This is an optimization exercise on Yosys and OpenROAD, whose aim is small area, not a production implementation.
The RTL was checked by simulation tests, not by an equivalence proof against the original design.
Power figures rest on the tool's default switching activity, not on a simulated workload.

==> flow/design.v <==
module vs_unit (
    input  wire        clk,
    input  wire        rst,
    input  wire        start,       
    output wire        idle,
    output wire        done,
    output wire        noread,
    output wire        range,
    output reg  [15:0] result,
    output wire        cc_req,
    output wire [2:0]  cc_op,
    input  wire        cc_ack,
    input  wire [15:0] cc_rdata
);
    localparam [5:0] S_IDLE_D  = 6'o00,    
                     S_IDLE_N  = 6'o10,    
                     S_ENABLE  = 6'o01,
                     S_CONFIG  = 6'o02,
                     S_TRIG    = 6'o03,
                     S_POLL    = 6'o04,
                     S_READ    = 6'o05,
                     S_DISABLE = 6'o06,
                     S_RSTDIS  = 6'o16,
                     S_SETTLE  = 6'o07,
                     S_DIV0    = 6'o40;    
    localparam integer TAP_A = 15;
    localparam integer TAP_B = 10;
    localparam [15:0]  SEED  = 16'hd6d8;
    localparam [15:0]  M_END = 16'h95ef, P_END = 16'h8187;
    reg [5:0]  st;
    reg [22:0] nacc;     
    reg [22:0] rem;      
    wire div = st[5];
    wire nz  = !(&nacc);
    assign cc_op  = st[2:0];
    assign cc_req = !div && (st[2:0] != 3'd0) && (st[2:0] != 3'd7);
    assign idle   = !div && (st[2:0] == 3'd0);
    assign done   = idle && !st[3];
    assign noread = done && !nz;
    assign range  = done && nz && (nacc >= 23'h7ff949);
    wire dbit = result[15] & !st[4];
    wire div_end = st[4] & st[3] & st[1];    
    wire [23:0] rem_sh = {rem, dbit & div};
    wire        rd_hs = (st == S_READ) && cc_ack;
    wire [15:0] nrd   = ~cc_rdata & {16{rd_hs}};
    wire [22:0] asum;
    wire [23:0] ac;
    wire [23:0] diff;
    wire [24:0] dc;
    assign ac[0] = rd_hs;
    assign dc[0] = 1'b1;
    genvar i;
    generate
        for (i = 0; i < 16; i = i + 1) begin : g_acc
            assign asum[i]  = nacc[i] ^ nrd[i] ^ ac[i];
            assign ac[i+1]  = (nacc[i] & nrd[i]) | (ac[i] & (nacc[i] ^ nrd[i]));
        end
        for (i = 16; i < 23; i = i + 1) begin : g_acc_hi
            wire bw = (i == 16) ? (rd_hs & !ac[16]) : ac[i];
            assign asum[i]  = nacc[i] ^ bw;
            if (i < 22) begin : g_bw
                assign ac[i+1] = bw & !nacc[i];
            end
        end
        for (i = 0; i < 24; i = i + 1) begin : g_div
            wire b = (i < 23) ? nacc[i] : 1'b1;
            assign diff[i]  = rem_sh[i] ^ b ^ dc[i];
            assign dc[i+1]  = (rem_sh[i] & b) | (dc[i] & (rem_sh[i] ^ b));
        end
    endgenerate
    wire        ge     = dc[24];
    wire        qbit   = ge && nz;
    wire fb     = ~(result[TAP_A] ^ result[TAP_B]);
    wire m_end  = ((result & M_END) == P_END);
    always @(posedge clk) begin
        if (rst) begin
            st <= S_RSTDIS;
        end else if (div) begin
            st <= div_end ? S_IDLE_D : st + 6'd1;
        end else begin
            case (st[2:0])
                3'd0: if (start) st <= S_ENABLE;
                3'd1: if (cc_ack) st <= S_CONFIG;
                3'd2: if (cc_ack) st <= S_SETTLE;
                3'd3: if (cc_ack) st <= S_POLL;
                3'd4: if (cc_ack && !cc_rdata[0]) st <= S_READ;
                3'd5: if (cc_ack) st <= m_end ? S_DISABLE : S_TRIG;
                3'd6: if (cc_ack) st <= st[3] ? S_IDLE_N : S_DIV0;
                3'd7: if (m_end) st <= S_TRIG;
            endcase
        end
        if (start)
            nacc <= {23{1'b1}};
        else
            nacc <= asum;
        rem <= (div && ge) ? diff[22:0] : rem_sh[22:0];
        if (((st == S_CONFIG) || (st == S_DISABLE)) && cc_ack)
            result <= SEED;
        else if ((st == S_SETTLE) || rd_hs || div)
            result <= {result[14:0], div ? qbit : fb};
    end
endmodule
module hr_unit (
    input  wire        clk,
    input  wire        rst,
    input  wire        start,       
    input  wire        cmd_src,
    input  wire [15:0] cmd_offset,
    input  wire [15:0] cmd_count,
    output wire        idle,
    output wire        done,
    output wire        bs_req,
    output wire        bs_src,
    output wire [15:0] bs_pos,
    input  wire        bs_ack,
    input  wire [7:0]  bs_data,
    output wire        sk_valid,
    output reg  [7:0]  sk_data,
    output wire        sk_eol,
    input  wire        sk_ready
);
    localparam [3:0] H_IDLE0 = 4'b0000,    
                     H_IDLE1 = 4'b0001,    
                     H_RD    = 4'b0010,    
                     H_WR    = 4'b0011,    
                     H_TAILW = 4'b0100,    
                     H_ADDR  = 4'b1000,    
                     H_HEXH  = 4'b1001,
                     H_HEXL  = 4'b1010,
                     H_SP    = 4'b1011,
                     H_SEP   = 4'b1100,
                     H_TAILP = 4'b1101,
                     H_CR    = 4'b1110,
                     H_LF    = 4'b1111;
    reg [3:0]   hs;
    reg [15:0]  addr;
    reg [11:0]  hi;       
    reg [3:0]   lo;       
    reg         src;
    reg [3:0]   k;        
    reg [7:0]   cur;      
    reg [3:0]   ph;       
    reg [111:0] ring;     
    function [7:0] hexdigit(input [3:0] n);
        reg g;
        begin
            g = n[3] & (n[2] | n[1]);
            hexdigit = {1'b0, g, !g, !g, n[3] & !g,
                        n[2] ^ (g & !(n[1] | n[0])),
                        n[1] ^ (g & !n[0]),
                        n[0] ^ g};
        end
    endfunction
    function [6:0] proj(input [7:0] b);
        proj = (b >= 8'h20 && b <= 8'h7e) ? b[6:0] : 7'h2e;
    endfunction
    wire [3:0] kn     = k + 4'd1;
    wire       hi_nz  = |hi;
    wire       has_k  = hi_nz || (k < lo);       
    wire       has_kn = hi_nz || (kn < lo);      
    wire       match  = (ph == k);
    wire       k15    = (k == 4'd15);
    assign idle     = (hs[3:1] == 3'b000);
    assign done     = (hs == H_IDLE1);
    assign bs_req   = (hs == H_RD);
    assign bs_src   = src;
    assign bs_pos   = addr;
    assign sk_valid = hs[3];
    assign sk_eol   = (hs == H_LF);
    reg [3:0] nib;
    always @(*) begin
        if (hs == H_ADDR) begin
            case (k[1:0])
                2'd3: nib = addr[15:12];
                2'd0: nib = addr[11:8];
                2'd1: nib = addr[7:4];
                default: nib = addr[3:0];
            endcase
        end else begin
            nib = hs[1] ? cur[3:0] : cur[7:4];    
        end
    end
    wire [7:0] hexd   = hexdigit(nib);
    wire       is_hex = (hs == H_ADDR) ? !k15 :
                        (hs == H_HEXH || hs == H_HEXL) ? has_k : 1'b0;
    always @(*) begin
        if (is_hex)
            sk_data = hexd;
        else case (hs)
            H_TAILP: sk_data = {1'b0, cur[6:0]};
            H_CR:    sk_data = 8'h0d;
            H_LF:    sk_data = 8'h0a;
            default: sk_data = 8'h20;
        endcase
    end
    wire wr = (hs == H_WR) && match;
    always @(posedge clk) begin
        ring <= {wr ? proj(cur) : ring[6:0], ring[111:7]};
        if (rst) begin
            hs <= H_IDLE0;
            ph <= 4'd0;
        end else begin
            ph <= ph + 4'd1;
            case (hs)
                H_IDLE0, H_IDLE1:
                    if (start) begin
                        src  <= cmd_src;
                        addr <= cmd_offset;
                        hi   <= cmd_count[15:4];
                        lo   <= cmd_count[3:0];
                        k    <= 4'd11;
                        hs   <= (cmd_count == 16'd0) ? H_IDLE1 : H_ADDR;
                    end
                H_ADDR:
                    if (sk_ready) begin
                        k <= kn;
                        if (k15) hs <= H_RD;
                    end
                H_RD:
                    if (bs_ack) begin
                        cur  <= bs_data;
                        addr <= addr + 16'd1;
                        hs   <= H_HEXH;
                    end
                H_HEXH:
                    if (sk_ready) hs <= H_HEXL;
                H_HEXL:
                    if (sk_ready) hs <= H_SP;
                H_SP:
                    if (sk_ready) hs <= H_WR;
                H_WR:
                    if (match) begin
                        k  <= kn;
                        hs <= k15 ? H_SEP : has_kn ? H_RD : H_HEXH;
                    end
                H_SEP:
                    if (sk_ready) hs <= H_TAILW;
                H_TAILW:
                    if (match) begin
                        cur <= {1'b0, ring[6:0]};
                        hs  <= H_TAILP;
                    end
                H_TAILP:
                    if (sk_ready) begin
                        k  <= kn;
                        hs <= (k15 || !has_kn) ? H_CR : H_TAILW;
                    end
                H_CR:
                    if (sk_ready) hs <= H_LF;
                H_LF:
                    if (sk_ready) begin
                        if (!hi_nz || (hi == 12'd1 && lo == 4'd0)) begin
                            hs <= H_IDLE1;
                        end else begin
                            hi <= hi - 12'd1;
                            k  <= 4'd11;
                            hs <= H_ADDR;
                        end
                    end
                default:
                    hs <= H_IDLE0;
            endcase
        end
    end
endmodule
module sampler_hexdump (
    input  wire        clk,
    input  wire        rst,
    input  wire        cmd_valid,
    input  wire [39:0] cmd_word,
    output wire        cmd_ready,
    output wire [7:0]  status,
    output wire [15:0] result,
    output wire        cc_req,
    output wire [2:0]  cc_op,
    input  wire        cc_ack,
    input  wire [15:0] cc_rdata,
    output wire        bs_req,
    output wire        bs_src,
    output wire [15:0] bs_pos,
    input  wire        bs_ack,
    input  wire [7:0]  bs_data,
    output wire        sk_valid,
    output wire [7:0]  sk_data,
    output wire        sk_eol,
    input  wire        sk_ready
);
    wire is_measure = (cmd_word == 40'h01_0000_0000);
    wire is_render  = (cmd_word[39:33] == 7'b0001000);
    wire vs_idle, hr_idle;
    wire vs_cc_req, hr_bs_req, hr_sk_valid;
    wire vs_done, vs_noread, vs_range, hr_done;
    reg  cmd_err;
    assign cmd_ready = !rst && (is_measure ? vs_idle :
                                is_render  ? hr_idle : 1'b1);
    wire accept = cmd_valid && cmd_ready;
    always @(posedge clk) begin
        if (rst)
            cmd_err <= 1'b0;
        else if (accept && !is_measure && !is_render)
            cmd_err <= 1'b1;
    end
    vs_unit u_vs (
        .clk      (clk),
        .rst      (rst),
        .start    (accept && is_measure),
        .idle     (vs_idle),
        .done     (vs_done),
        .noread   (vs_noread),
        .range    (vs_range),
        .result   (result),
        .cc_req   (vs_cc_req),
        .cc_op    (cc_op),
        .cc_ack   (cc_ack),
        .cc_rdata (cc_rdata)
    );
    hr_unit u_hr (
        .clk        (clk),
        .rst        (rst),
        .start      (accept && is_render),
        .cmd_src    (cmd_word[32]),
        .cmd_offset (cmd_word[31:16]),
        .cmd_count  (cmd_word[15:0]),
        .idle       (hr_idle),
        .done       (hr_done),
        .bs_req     (hr_bs_req),
        .bs_src     (bs_src),
        .bs_pos     (bs_pos),
        .bs_ack     (bs_ack),
        .bs_data    (bs_data),
        .sk_valid   (hr_sk_valid),
        .sk_data    (sk_data),
        .sk_eol     (sk_eol),
        .sk_ready   (sk_ready)
    );
    assign cc_req   = vs_cc_req   && !rst;
    assign bs_req   = hr_bs_req   && !rst;
    assign sk_valid = hr_sk_valid && !rst;
    assign status = {1'b0, cmd_err, hr_done, !hr_idle,
                     vs_range, vs_noread, vs_done, !vs_idle};
endmodule
==> flow/flow/run.sh <==
#!/bin/bash
# Layout flow: the standard ORFS flow (standard.sh) with three changes
# that do not touch the registers or the constraints:
#  1. synthesis is the standard synthesis script, except that ABC maps
#     the combinational logic with an area-oriented script (abc_area.script);
#  2. the port buffers are the smallest buffer cell (buf_1);
#  3. clock-tree synthesis uses clkbuf_8 leaf buffers, larger sink clusters
#     and no dummy loads.
# Each tool's output goes to the ORFS logs under orfs/logs; make's output
# goes to standard.log here.
set -euo pipefail
WD=$(pwd)
FD="$WD/flow"

# synthesis script: ORFS synth.tcl with the ABC script replaced
sed "/synth_preamble.tcl/a set abc_args [lreplace \$abc_args 1 1 $FD/abc_area.script]" \
    "$FLOW_HOME/scripts/synth.tcl" > "$WD/synth_area.tcl"
grep -q "abc_area.script" "$WD/synth_area.tcl"
sed "s#source \$::env(SCRIPTS_DIR)/synth.tcl#source $WD/synth_area.tcl#" \
    "$WD/synth_recipe.tcl" > "$WD/synth_recipe_area.tcl"
grep -q "synth_area.tcl" "$WD/synth_recipe_area.tcl"

export BUFFER_PORTS_ARGS="-buffer_cell sky130_fd_sc_hd__buf_1"
export CTS_ARGS="-sink_clustering_enable -repair_clock_nets -dont_use_dummy_load -sink_clustering_size 14 -sink_clustering_max_diameter 60 -buf_list sky130_fd_sc_hd__clkbuf_8"

bash standard.sh SYNTH_SCRIPT="$WD/synth_recipe_area.tcl" finish > standard.log 2>&1
==> flow/flow/abc_area.script <==
strash
dch
amap
strash
dch
amap
strash
dch
amap
topo
==> flow/standard.sh <==
#!/bin/bash
# synth_recipe.tcl (not shown) runs the flow's synth.tcl, then flattens the netlist and writes it again
# the make line also repeats each setting of config.mk as NAME=value (left out here)
make -C /OpenROAD-flow-scripts/flow DESIGN_CONFIG=/design/flow/config.mk WORK_HOME=/design/flow/orfs CLKGATE_MAP_FILE= SYNTH_SCRIPT=/design/flow/synth_recipe.tcl "${@:-finish}"
==> flow/config.mk <==
export PLATFORM = sky130hd
export DESIGN_NAME = sampler_hexdump
export DESIGN_NICKNAME = sampler_hexdump
export VERILOG_FILES = /design/flow/design.v
export SDC_FILE = /design/flow/constraint.sdc
export NUM_CORES = 4
export LEC_CHECK = 0
export CAP_MARGIN = 20
export CORE_MARGIN = 2
export CORE_UTILIZATION = 60
export GPL_TIMING_DRIVEN = 0
export PLACE_DENSITY = 0.75
export SLEW_MARGIN = 20
==> flow/constraint.sdc <==
create_clock -name core_clock -period 10.0 [get_ports {clk}]
set_input_delay 2.0000 -clock core_clock [delete_from_list [all_inputs] [get_ports {clk}]]
set_output_delay 2.0000 -clock core_clock [all_outputs]
set_load 0.01 [all_outputs]
==> results.cfg, run 1 <==
[run_status]
status = timing/DRC/antenna clean

[cells_and_area]
antenna_cells = 0
final_nets = 1147
post-route-cell-area_sq_mm = 0.0103
drive_above_1_share_pct = 5.45
nFillCells = 1196
area_growth_pct = 12.1

[worst_hold_path]
min-delay-start = u_hr.ring[56]$_DFF_P_
hold_class = reg -> reg

[timing]
fin_setup_tns_ns = 0
clock_skew_ns = 0.0602
rsz0062_at_grt = no
slew_headroom_pct = 32.5
fin_crit_sh_pct = 96.7
worst-slew-pin-transition_ns = 1.01
hold_violations = 0
finalSetupViolations = 0
max_freq_mhz = 103
finalCriticalPeriod_ns = 9.67
slew_violations = 0
setup_ws_ns = 0.331
holdWs_ns = 0.287

[flow_run]
drv_cap = 0

[critical_path]
r2r_start = u_vs.st[4]$_SDFFE_PP0P_
crit_path_start = u_vs.st[4]$_SDFFE_PP0P_
cpMostUsedCell = fa_1
crit_fanout = 12
end_kind = flop
required_ns = 10.37
critical_path.slowest_cell = fa_1
reg2reg_slack_ns = 0.33
cp.arrival_ns = 10.04
start_kind = flop
cpPeakStageDelay_ns = 0.40
worstSetupPathType = reg -> reg

[grt]
grt_pass1_vias = 6325
use_met3_pct = 4.30
grt_most_used_layer = met2
grt_pass1_wl_um = 30900
gr-usage-met1_pct = 31.5
grt_max_degree = 29
grt_overflow = 0
grtUsageTotal_pct = 23.6
antenna_found_initial = 0
grt.met2_usage_pct = 40.0

[routing]
totalWireLength_um = 18900
drtPass1Iterations = 6
drc = 0
dr.first_iter.drc_count = 404
wl_per_cell_um = 15.8
viasPerCell = 5.57
dr_total_vias = 6672
final_antenna_net_count = 0

[power]
peakVddDrop_v = 0.000168
p_per_area_mw_per_mm2 = 233
p_total_mw = 2.41
p_leak_nw = 3.92

[logic_synthesis]
postSynth.asyncResetShare_pct = 0
syn_inst = 858
synth_seq_cells = 234
syn-cell-area_sq_mm = 0.00923
synth_ff_type = dfxtp_1
synth_cell_types = 39
ys_warn_count = 3
avgSynthCellArea_sq_um = 10.8
synth-seq-area-share_pct = 55.6
synth_edf_count = 45

[floorplanning]
start_util_pct = 61.2
die_h_um = 128
die_w_um = 128
core_area_sq_mm = 0.0151
rows = 45
pin_count = 127
die_area_sq_mm = 0.0164

[place]
portBuffers = 124
placed_area_sq_mm = 0.00997
dp_hpwl_um = 13800
post-place-ws_ns = -0.879
gp_congestion = 0.909

[clock_network]
cts_hold_buf = 0
cts_tree = built
worst_skew_pair.late_latency_ns = 0.53
cts-buffers-inserted = 20
clockBufferDepth = 3
clk_pin_slew_worst_paths_ns = 0.09
cts-root-buf = clkbuf_8
cts_sinks = 234
cts_max_level = 1
stage by stage:
stage,std cells,util (%)
2_1_floorplan,859,-
3_3_place_gp,1171,65.9
3_5_place_dp,1172,66.1
4_1_cts,1197,68.4
5_1_grt,1197,68.6
6_report,1197,68.6
cell usage after synthesis (7+ instances only):
| library cell | n | area share, % |
|---|---|---|
| o22a_1 | 21 | 2.0 |
| o221ai_1 | 9 | 0.85 |
| nand4_1 | 9 | 0.61 |
| o21ai_0 | 61 | 3.3 |
| ha_1 | 28 | 3.8 |
| dfxtp_1 | 189 | 41 |
| o22ai_1 | 21 | 1.4 |
| clkinv_1 | 99 | 4.0 |
| buf_4 | 10 | 0.81 |
| nand3_1 | 10 | 0.54 |
| a21oi_1 | 26 | 1.4 |
| nor2b_1 | 7 | 0.47 |
| nor2_1 | 90 | 3.7 |
| fa_1 | 38 | 8.2 |
| o21a_1 | 9 | 0.73 |
| nor4_1 | 12 | 0.81 |
| and3_1 | 10 | 0.68 |
| edfxtp_1 | 45 | 15 |
| or2_0 | 20 | 1.4 |
| a22o_1 | 22 | 2.1 |
| nand2_1 | 48 | 2.0 |
| nor3_1 | 25 | 1.4 |
state kept, by name (all words and copies together) (netlist names):
register,flops
u_hr.cur,8
u_vs.nacc,23
u_hr.lo,4
u_vs.result,16
cmd_err,1
u_hr.ph,4
u_hr.hi,12
u_vs.st,6
u_vs.rem,23
u_hr.src,1
u_hr.k,4
u_hr.ring,112
u_hr.addr,16
u_hr.hs,4
power breakdown:
part / switching [mW] / total (mW) / internal [mW] / leakage [nW]
clock network: 0.278 / 0.458 / 0.180 / 0.144
logic: 0.409 / 0.703 / 0.295 / 1.84
registers: 0.143 / 1.25 / 1.10 / 1.94
area by class of cell:
class	count	area (sq um)	area share [%]
Sequential cell	234	5140	49.7
Tap cell	188	235	2.27
Timing Repair inverter	2	17.5	0.169
Inverter	99	378	3.65
Buffer	10	75.1	0.726
Multi-Input combinational cell	517	3730	36.0
Timing Repair Buffer	127	500	4.84
Clock buffer	20	275	2.66
cells in the final DEF, fill, tap and decap left out, types with 5 or more instances in the layout:
cell	n
a222oi_1	5
nand2_1	48
buf_4	12
edfxtp_1	45
nand3_1	10
fa_2	7
a22o_1	22
nor4_1	12
clkinv_1	97
buf_1	124
nand4_1	9
o21a_1	9
dfxtp_1	187
a211oi_1	6
o22a_1	21
fa_1	31
or2_0	20
clkbuf_8	20
nor2b_1	7
o22ai_1	21
nor2_1	88
a221o_1	5
ha_1	28
nor3_1	22
a21oi_1	26
o21ai_0	59
or4_1	6
and3_1	10
o221ai_1	9
routing by layer:
layer / vias up / share of wire (%) / routed length (um)
met5: - / 0 / 0
met4: 0 / 2.4 / 448
met3: 35 / 5.1 / 960
met2: 169 / 47 / 8920
met1: 3129 / 45 / 8600
li1: 3339 / - / -
path summary, 6_finish.rpt:
kind | to | cells past startpoint
min | u_hr.ring[49]$_DFF_P_ | 0
max reg2reg | u_vs.rem[14]$_DFF_P_ | 34
min reg2reg | u_hr.ring[49]$_DFF_P_ | 0
max | u_vs.rem[14]$_DFF_P_ | 34
cell families after synthesis:
group | share of synthesized area, %
buffers and inverters | 4.84
other | 0.0406
AOI/OAI and AO/OA | 15.1
and+or+nand+nor | 12.4
DFF | 55.6
adders and majority gates | 12.0
repair_timing:
action,4_1_cts,5_1_grt
resized for setup,10,7
pin swaps,1,0
endpoints found under the setup margin,24,24
buffers inserted,2,0
cloned,3,0
critical path: cells and delay by family (launching register included):
family	cells	cell delay [ns]
AO/OA/AOI/OAI	2	0.42
AND/OR/NAND/NOR	1	0.11
buffers and inverters	8	0.70
flip-flops	1	0.37
adder cells (fa/ha/maj)	23	7.96
==> run 2, diff against run 1 <==
--- a/flow/flow/run.sh
+++ b/flow/flow/run.sh
@@ -1,11 +1,13 @@
 #!/bin/bash
-# Layout flow: the standard ORFS flow (standard.sh) with three changes
+# Layout flow: the standard ORFS flow (standard.sh) with four changes
 # that do not touch the registers or the constraints:
 #  1. synthesis is the standard synthesis script, except that ABC maps
 #     the combinational logic with an area-oriented script (abc_area.script);
 #  2. the port buffers are the smallest buffer cell (buf_1);
 #  3. clock-tree synthesis uses clkbuf_8 leaf buffers, larger sink clusters
-#     and no dummy loads.
+#     and no dummy loads;
+#  4. after global routing, ORFS's power recovery (RECOVER_POWER) downsizes
+#     gates on paths with timing slack to spare.
 # Each tool's output goes to the ORFS logs under orfs/logs; make's output
 # goes to standard.log here.
 set -euo pipefail
@@ -21,6 +23,7 @@
 grep -q "synth_area.tcl" "$WD/synth_recipe_area.tcl"
 
 export BUFFER_PORTS_ARGS="-buffer_cell sky130_fd_sc_hd__buf_1"
-export CTS_ARGS="-sink_clustering_enable -repair_clock_nets -dont_use_dummy_load -sink_clustering_size 14 -sink_clustering_max_diameter 60 -buf_list sky130_fd_sc_hd__clkbuf_8"
+export RECOVER_POWER=100
+export CTS_ARGS="-sink_clustering_enable -repair_clock_nets -dont_use_dummy_load -sink_clustering_size 16 -sink_clustering_max_diameter 60 -buf_list sky130_fd_sc_hd__clkbuf_8"
 
 bash standard.sh SYNTH_SCRIPT="$WD/synth_recipe_area.tcl" finish > standard.log 2>&1
--- a/flow/config.mk
+++ b/flow/config.mk
@@ -7,7 +7,6 @@
 export LEC_CHECK = 0
 export CAP_MARGIN = 20
 export CORE_MARGIN = 2
-export CORE_UTILIZATION = 60
-export GPL_TIMING_DRIVEN = 0
-export PLACE_DENSITY = 0.75
+export CORE_UTILIZATION = 40
+export PLACE_DENSITY = 0.6
 export SLEW_MARGIN = 20
==> run 2 against run 1 <==
  * Still clean on timing, DRC and antenna
  * Utilization is 22 points lower
  * Hold slack better by 0.0096 ns
  * Sequential power about the same
  * Clock power rose by 7.4%
  * Non-clock buffer count increased by 4
  * Clock skew up 0.032 ns
  * Via count down 1.1%
  * Area after synthesis did not move
  * Highest routed layer unchanged
==> results.cfg, run 2 <==
[run_status]
status = timing/DRC/antenna clean

[critical_path]
r2r_start = u_vs.st[4]$_SDFFE_PP0P_
end_kind = flop
crit_family = adder cells
cp.arrival_ns = 9.99
rr_worst_depth = 34
path_depth = 34
required_ns = 10.39
crit_fanout = 6
crit_path_start = u_vs.st[4]$_SDFFE_PP0P_
cpPeakStageDelay_ns = 0.39
worstSetupPathType = reg -> reg
start_kind = flop
reg2reg_slack_ns = 0.41
critical_path.slowest_cell = fa_1
critPathBufInv = 8
cpMostUsedCell = fa_1
r2r-end = u_vs.rem[14]$_DFF_P_
endpoint = u_vs.rem[14]$_DFF_P_

[place]
dp_hpwl_um = 14600
portBuffers = 124
placedCellCount = 1272
gp_congestion = 0.846

[timing]
slew_headroom_pct = 32.2
finalCriticalPeriod_ns = 9.59
slew_violations = 0
fin_crit_sh_pct = 95.9
worst-slew-pin-transition_ns = 1.02
max_freq_mhz = 104
hold_violations = 0
rsz0062_at_grt = no
clock_skew_ns = 0.0920
finalSetupViolations = 0
fin_setup_tns_ns = 0

[floorplanning]
die_area_sq_mm = 0.0243
die_w_um = 156
start_util_pct = 40.8
core_area_sq_mm = 0.0226
rows = 55
die_h_um = 156
pin_count = 127

[power]
clkPwrFrac_pct = 20.2
p_comb_share_pct = 28.8
p_int_mw = 1.59
p_total_mw = 2.44
swShare_pct = 34.8
peakVddDrop_v = 0.000154
p_seq_share_pct = 50.9
p_per_area_mw_per_mm2 = 234
switching_power_uw = 847
p_leak_nw = 3.92

[grt]
grt_max_degree = 29
grt_pass1_vias = 6432
grtUsageTotal_pct = 16.6
grt_pass1_wl_um = 32500
antenna_found_initial = 0
grt_overflow = 0

[logic_synthesis]
synth_seq_cells = 234
synth-seq-area-share_pct = 55.6
syn-cell-area_sq_mm = 0.00923
netlist_top_cells_area = dfxtp_1, edfxtp_1, fa_1
netlist.area_leader.share_pct = 41.0
avgSynthCellArea_sq_um = 10.8
synth_common_cells = dfxtp_1, clkinv_1, nor2_1
postSynth.asyncResetShare_pct = 0
yosysTopAreaCell = dfxtp_1
synth_ff_type = dfxtp_1
synth.most_common_cell = dfxtp_1
syn_inst = 858
synth_cell_types = 39
ys_warn_count = 3
synth_edf_count = 45

[clock_network]
cts-buffers-inserted = 22
cts_tree = built
clockBufferDepth = 3
worst_skew_pair.late_latency_ns = 0.56
cts_hold_buf = 0
clk_pin_slew_worst_paths_ns = 0.10
cts_max_level = 1
cts_sinks = 234
cts-root-buf = clkbuf_8

[routing]
final_antenna_net_count = 0
drc = 0
dr.first_iter.drc_count = 376
drtPass1Iterations = 4
viasPerCell = 5.08
totalWireLength_um = 20100
dr_total_vias = 6601
wl_per_cell_um = 15.5

[cells_and_area]
max_flop_register = u_hr.ring
area_growth_pct = 13.0
final_nets = 1152
stdcell_count = 1299
drive_above_1_share_pct = 3.94
final_util_pct = 46.1
layout_commonest_cell = dfxtp_1
nFillCells = 2133
largest_reg_flops = 112
final_cell_mix = dfxtp_1, buf_1, clkinv_1
reg_top3 = u_hr.ring (112), u_vs.nacc (23), u_vs.rem (23)
antenna_cells = 0

[flow_run]
drv_cap = 0

[worst_hold_path]
hold_class = reg -> reg
## run 2: cell counts after synthesis
No cell type changed its count.
## run 2: worst min path at each step
stage	endpoint	cells past startpoint	start
floorplan	u_hr.ring[0]$_DFF_P_	0	u_hr.ring[7]$_DFF_P_
global placement	u_hr.ring[46]$_DFF_P_	0	u_hr.ring[53]$_DFF_P_
detailed placement	u_hr.ring[20]$_DFF_P_	0	u_hr.ring[27]$_DFF_P_
CTS	u_hr.ring[35]$_DFF_P_	0	u_hr.ring[42]$_DFF_P_
global route	u_hr.ring[18]$_DFF_P_	0	u_hr.ring[25]$_DFF_P_
finish	u_hr.ring[35]$_DFF_P_	0	u_hr.ring[42]$_DFF_P_
## run 2: kinds of logic after synthesis
| family | Yosys count | share of synthesized area [%] |
|---|---|---|
| simple gates | 243 | 12.4 |
| fa+ha+maj | 66 | 12.0 |
| compound gates | 205 | 15.1 |
| buf+inv | 109 | 4.84 |
| flops | 234 | 55.6 |
| other cells | 1 | 0.0406 |
## run 2: layer usage
layer / global-route usage [%] / share of wire [%] / vias to the layer above
li1: - / - / 3338
met3: 3.64 / 5.3 / 25
met4: 3.89 / 1.9 / 0
met5: 0 / 0 / -
met1: 22.7 / 48 / 3099
met2: 26.9 / 45 / 139
## run 2: per-stage QoR
step | setup WS (ns) | instance area, sq um | hold WS [ns]
floorplan | 0.0290 | 9250 | 0.310
global placement | 0.154 | 10100 | 0.311
detailed placement | 0.0429 | 10100 | 0.312
CTS | 0.0364 | 10400 | 0.304
global route | 0.0245 | 10400 | 0.310
finish | 0.410 | 10400 | 0.297
## run 2: power groups by stage
stage          logic, mW  registers [mW]  clock network (mW)
2_1_floorplan      0.481            1.25                   0
3_3_place_gp       0.691            1.26                   0
3_5_place_dp       0.692            1.26                   0
4_1_cts            0.697            1.24               0.511
5_1_grt            0.803            1.26               0.546
6_report           0.703            1.24               0.492
## run 2: timing repair
action	in CTS	in global routing
endpoints found under the setup margin	0	24
gates resized for setup	0	16
hold endpoints to repair	0	0
buffers inserted	0	3
## run 2: final cells by class
cell class | count | area [sq um] | share of cell area [%]
multi-input cells | 516 | 3680 | 35.2
inverters | 99 | 372 | 3.56
repair buffers | 141 | 579 | 5.55
repair inverters | 2 | 10.0 | 0.0959
well taps | 285 | 357 | 3.42
clock buffers | 22 | 303 | 2.90
flip-flops and latches | 234 | 5130 | 49.2
==> run 3, diff against run 2 <==
--- a/flow/flow/run.sh
+++ b/flow/flow/run.sh
@@ -24,6 +24,6 @@
 
 export BUFFER_PORTS_ARGS="-buffer_cell sky130_fd_sc_hd__buf_1"
 export RECOVER_POWER=100
-export CTS_ARGS="-sink_clustering_enable -repair_clock_nets -dont_use_dummy_load -sink_clustering_size 16 -sink_clustering_max_diameter 60 -buf_list sky130_fd_sc_hd__clkbuf_8"
+export CTS_ARGS="-sink_clustering_enable -repair_clock_nets -dont_use_dummy_load -sink_clustering_size 14 -sink_clustering_max_diameter 70 -buf_list sky130_fd_sc_hd__clkbuf_8"
 
 bash standard.sh SYNTH_SCRIPT="$WD/synth_recipe_area.tcl" finish > standard.log 2>&1
--- a/flow/config.mk
+++ b/flow/config.mk
@@ -7,6 +7,6 @@
 export LEC_CHECK = 0
 export CAP_MARGIN = 20
 export CORE_MARGIN = 2
-export CORE_UTILIZATION = 40
-export PLACE_DENSITY = 0.6
+export CORE_UTILIZATION = 55
+export PLACE_DENSITY = 0.7
 export SLEW_MARGIN = 20
==> run 3 against run 2 <==
  * Utilization increased by 16 points
  * Clock skew decreased by 0.045 ns
  * Area after synthesis unchanged
  * Sequential share of layout area increased by 0.69 points
  * Critical path depth unchanged
==> results.cfg, run 3 <==
[clock_network]
cts-root-buf = clkbuf_8
clk_pin_slew_worst_paths_ns = 0.10
cts-buffers-inserted = 20
cts_max_level = 1
worst_skew_pair.late_latency_ns = 0.53
cts_sinks = 234
cts_tree = built
clockBufferDepth = 3

[worst_hold_path]
hold_end = u_hr.ring[69]$_DFF_P_
hold_depth = 0
min-delay-start = u_hr.ring[76]$_DFF_P_
hold_class = reg -> reg

[cells_and_area]
drive_above_1_share_pct = 3.68
seq_area_sq_mm = 0.00514
multiInputGateArea_sq_mm = 0.00368
area_growth_pct = 11.5
stdcell_count = 1228
post-route-cell-area_sq_mm = 0.0103
max_flop_register = u_hr.ring
final_nets = 1144
final_cell_mix = dfxtp_1, buf_1, clkinv_1
reg_top3 = u_hr.ring (112), u_vs.nacc (23), u_vs.rem (23)
largest_reg_flops = 112
nFillCells = 1438
layout_commonest_cell = dfxtp_1

[flow_run]
drv_cap = 0

[routing]
dr_total_vias = 6597
viasPerCell = 5.37
dr.first_iter.drc_count = 358
wl_per_cell_um = 15.6
final_antenna_net_count = 0
drc = 0
totalWireLength_um = 19200
drtPass1Iterations = 4

[logic_synthesis]
synth-adder-area-share_pct = 12.0
yosysTopAreaCell = dfxtp_1
syn_inst = 858
synth_xor_area_share_pct = 0
synth_seq_cells = 234
synth-simple-area-share_pct = 12.4
synth-seq-area-share_pct = 55.6
synth-compound-area-share_pct = 15.1
ys_warn_count = 3
synth_ff_type = dfxtp_1
postSynth.asyncResetShare_pct = 0
synth.most_common_cell = dfxtp_1
avgSynthCellArea_sq_um = 10.8
synth_edf_count = 45
yosys-mux-area-fraction_pct = 0
netlist.area_leader.share_pct = 41.0
netlist_top_cells_area = dfxtp_1, edfxtp_1, fa_1
synth_cell_types = 39
synth_common_cells = dfxtp_1, clkinv_1, nor2_1
syn-cell-area_sq_mm = 0.00923
synth_top_family_by_area = compound AO/OA/AOI/OAI gates

[critical_path]
end_kind = flop
cpPeakStageDelay_ns = 0.41
crit_fanout = 6
cp.arrival_ns = 10.04
r2r-end = u_vs.rem[17]$_DFF_P_
required_ns = 10.38
start_kind = flop
r2r_start = u_vs.st[4]$_SDFFE_PP0P_
cpMostUsedCell = fa_1
critical_path.slowest_cell = fa_1
worstSetupPathType = reg -> reg
rr_worst_depth = 34
reg2reg_slack_ns = 0.34

[power]
switching_power_uw = 824
p_seq_share_pct = 52.0
p_leak_nw = 3.88
peakVddDrop_v = 0.000165
clkPwrFrac_pct = 19.2
p_comb_share_pct = 28.9
swShare_pct = 34.4
p_int_mw = 1.57
p_total_mw = 2.39
p_per_area_mw_per_mm2 = 232

[place]
placedCellCount = 1202
gp_congestion = 0.916
dp_hpwl_um = 14100
portBuffers = 124
placed_area_sq_mm = 0.00998

[floorplanning]
start_util_pct = 56.0
die_area_sq_mm = 0.0178
rows = 47
core_area_sq_mm = 0.0165
pin_count = 127
die_h_um = 134
die_w_um = 134

[grt]
grtUsageTotal_pct = 21.5
grt_most_used_layer = met2
use_met3_pct = 3.39
grt_overflow = 0
grt_pass1_wl_um = 31100
gr-usage-met1_pct = 30.8
antenna_found_initial = 1
grt.met2_usage_pct = 34.3
grt_pass1_vias = 6279
grt_max_degree = 29

[timing]
slew_violations = 0
fin_crit_sh_pct = 96.6
worst-slew-pin-transition_ns = 1.11
clock_skew_ns = 0.0466
fin_setup_tns_ns = 0
hold_violations = 0
slew_headroom_pct = 25.3
finalCriticalPeriod_ns = 9.66
finalSetupViolations = 0
max_freq_mhz = 104

[run_status]
status = timing/DRC/antenna clean
-- run 3: changes by cell type in the layout (fill, tap and decap cells not counted), sizes merged --
cell	delta
buf	-2
clkbuf	-6
clkinv	+1
diode	+2
inv	-1
-- run 3: cell type report --
cell class / count / share of cell area [%]
Timing Repair Buffer: 135 / 5.18
Antenna cell: 2 / 0.0486
Tap cell: 220 / 2.67
Multi-Input combinational cell: 516 / 35.7
Timing Repair inverter: 2 / 0.122
Clock buffer: 20 / 2.67
Inverter: 99 / 3.66
Sequential cell: 234 / 49.9
-- run 3: worst max path at each step --
stage / endpoint / start / slack (ns)
finish: u_vs.rem[17]$_DFF_P_ / u_vs.st[4]$_SDFFE_PP0P_ / 0.34
global route: u_vs.rem[17]$_DFF_P_ / u_vs.st[4]$_SDFFE_PP0P_ / -0.0002
CTS: u_vs.rem[16]$_DFF_P_ / u_vs.st[4]$_SDFFE_PP0P_ / 0.06
detailed placement: u_vs.rem[5]$_DFF_P_ / u_vs.st[4]$_SDFFE_PP0P_ / -0.04
global placement: u_vs.rem[5]$_DFF_P_ / u_vs.st[4]$_SDFFE_PP0P_ / 0.12
floorplan: u_vs.rem[10]$_DFF_P_ / u_vs.st[5]$_SDFF_PP0_ / 0.03
-- run 3: cell families (layout without fill, tap and decap cells) --
| family | after synthesis | count (layout) |
|---|---|---|
| fa+ha+maj | 66 | 66 |
| simple gates | 243 | 243 |
| other cells | 1 | 4 |
| buf+inv | 109 | 256 |
| compound gates | 205 | 205 |
| flops | 234 | 234 |
-- run 3: stage by stage --
| stage | utilization [%] | hold WS (ns) | setup slack [ns] |
|---|---|---|---|
| finish | 62.5 | 0.323 | 0.340 |
| global route | 62.5 | 0.323 | -0.000244 |
| CTS | 62.3 | 0.320 | 0.0563 |
| detailed placement | 60.6 | 0.312 | -0.0423 |
| global placement | 60.6 | 0.311 | 0.117 |
| floorplan | - | 0.310 | 0.0290 |
-- run 3: power groups by stage --
stage | clock network, mW | registers, mW | logic, mW
5_1_grt | 0.503 | 1.27 | 0.784
3_3_place_gp | 0 | 1.26 | 0.673
6_report | 0.459 | 1.24 | 0.690
3_5_place_dp | 0 | 1.26 | 0.679
4_1_cts | 0.473 | 1.24 | 0.684
2_1_floorplan | 0 | 1.25 | 0.481
-- run 3: what timing repair did --
action,4_1_cts,5_1_grt
gates resized for setup,1,11
pin swaps,0,1
cloned,0,2
buffers inserted,0,2
endpoints found under the setup margin,21,24
hold buffers,0,0
-- run 3: routing by layer --
layer	vias up	share of wire, %	wire [um]
met1	3079	47	8970
met2	167	46	8860
met4	0	2.0	375
li1	3323	-	-
met3	28	5.0	950
met5	-	0	0
-- run 3: worst max-delay path, delay by kind of cell, from the launching register on --
kind	cells	cell delay (ns)
compound gates	2	0.38
fa+ha+maj	23	8.03
simple gates	1	0.10
flops	1	0.36
buf+inv	8	0.68

==> static timing again, ports no longer ideal <==
No port has a modelled driver above. Below, the same layouts with a new extraction and two added sets of constraints.
Step 1 assumes that a clkbuf_16 drives the clock port and a buf_2 every other input.
Step 2 times the ports against the registers' clock, not the clock port: input delays grow and output delays shrink by t, the midpoint of the rising clock arrivals with the driver on.
Three values: ideal, step 1, step 2; two values: the first two.
run | t, ns | setup slack, ns | hold WS [ns] | worst setup path after step 2 | pins driven straight from the clock port
run 1 | 0.537 | 0.331 / 0.331 / -0.072 | 0.287 / 0.287 / 0.287 | input to register | 1
run 2 | 0.560 | 0.410 / 0.410 / 0.264 | 0.297 / 0.297 / 0.297 | input to register | 1
run 3 | 0.542 | 0.340 / 0.340 / 0.340 | 0.323 / 0.323 / 0.323 | register to register | 1
With both steps, setup timing fails in run 1, where it was met with ideal ports. The setup slack of run 1, which loses most, moves by 0.000 ns with the drivers and by -0.403 ns with both steps.
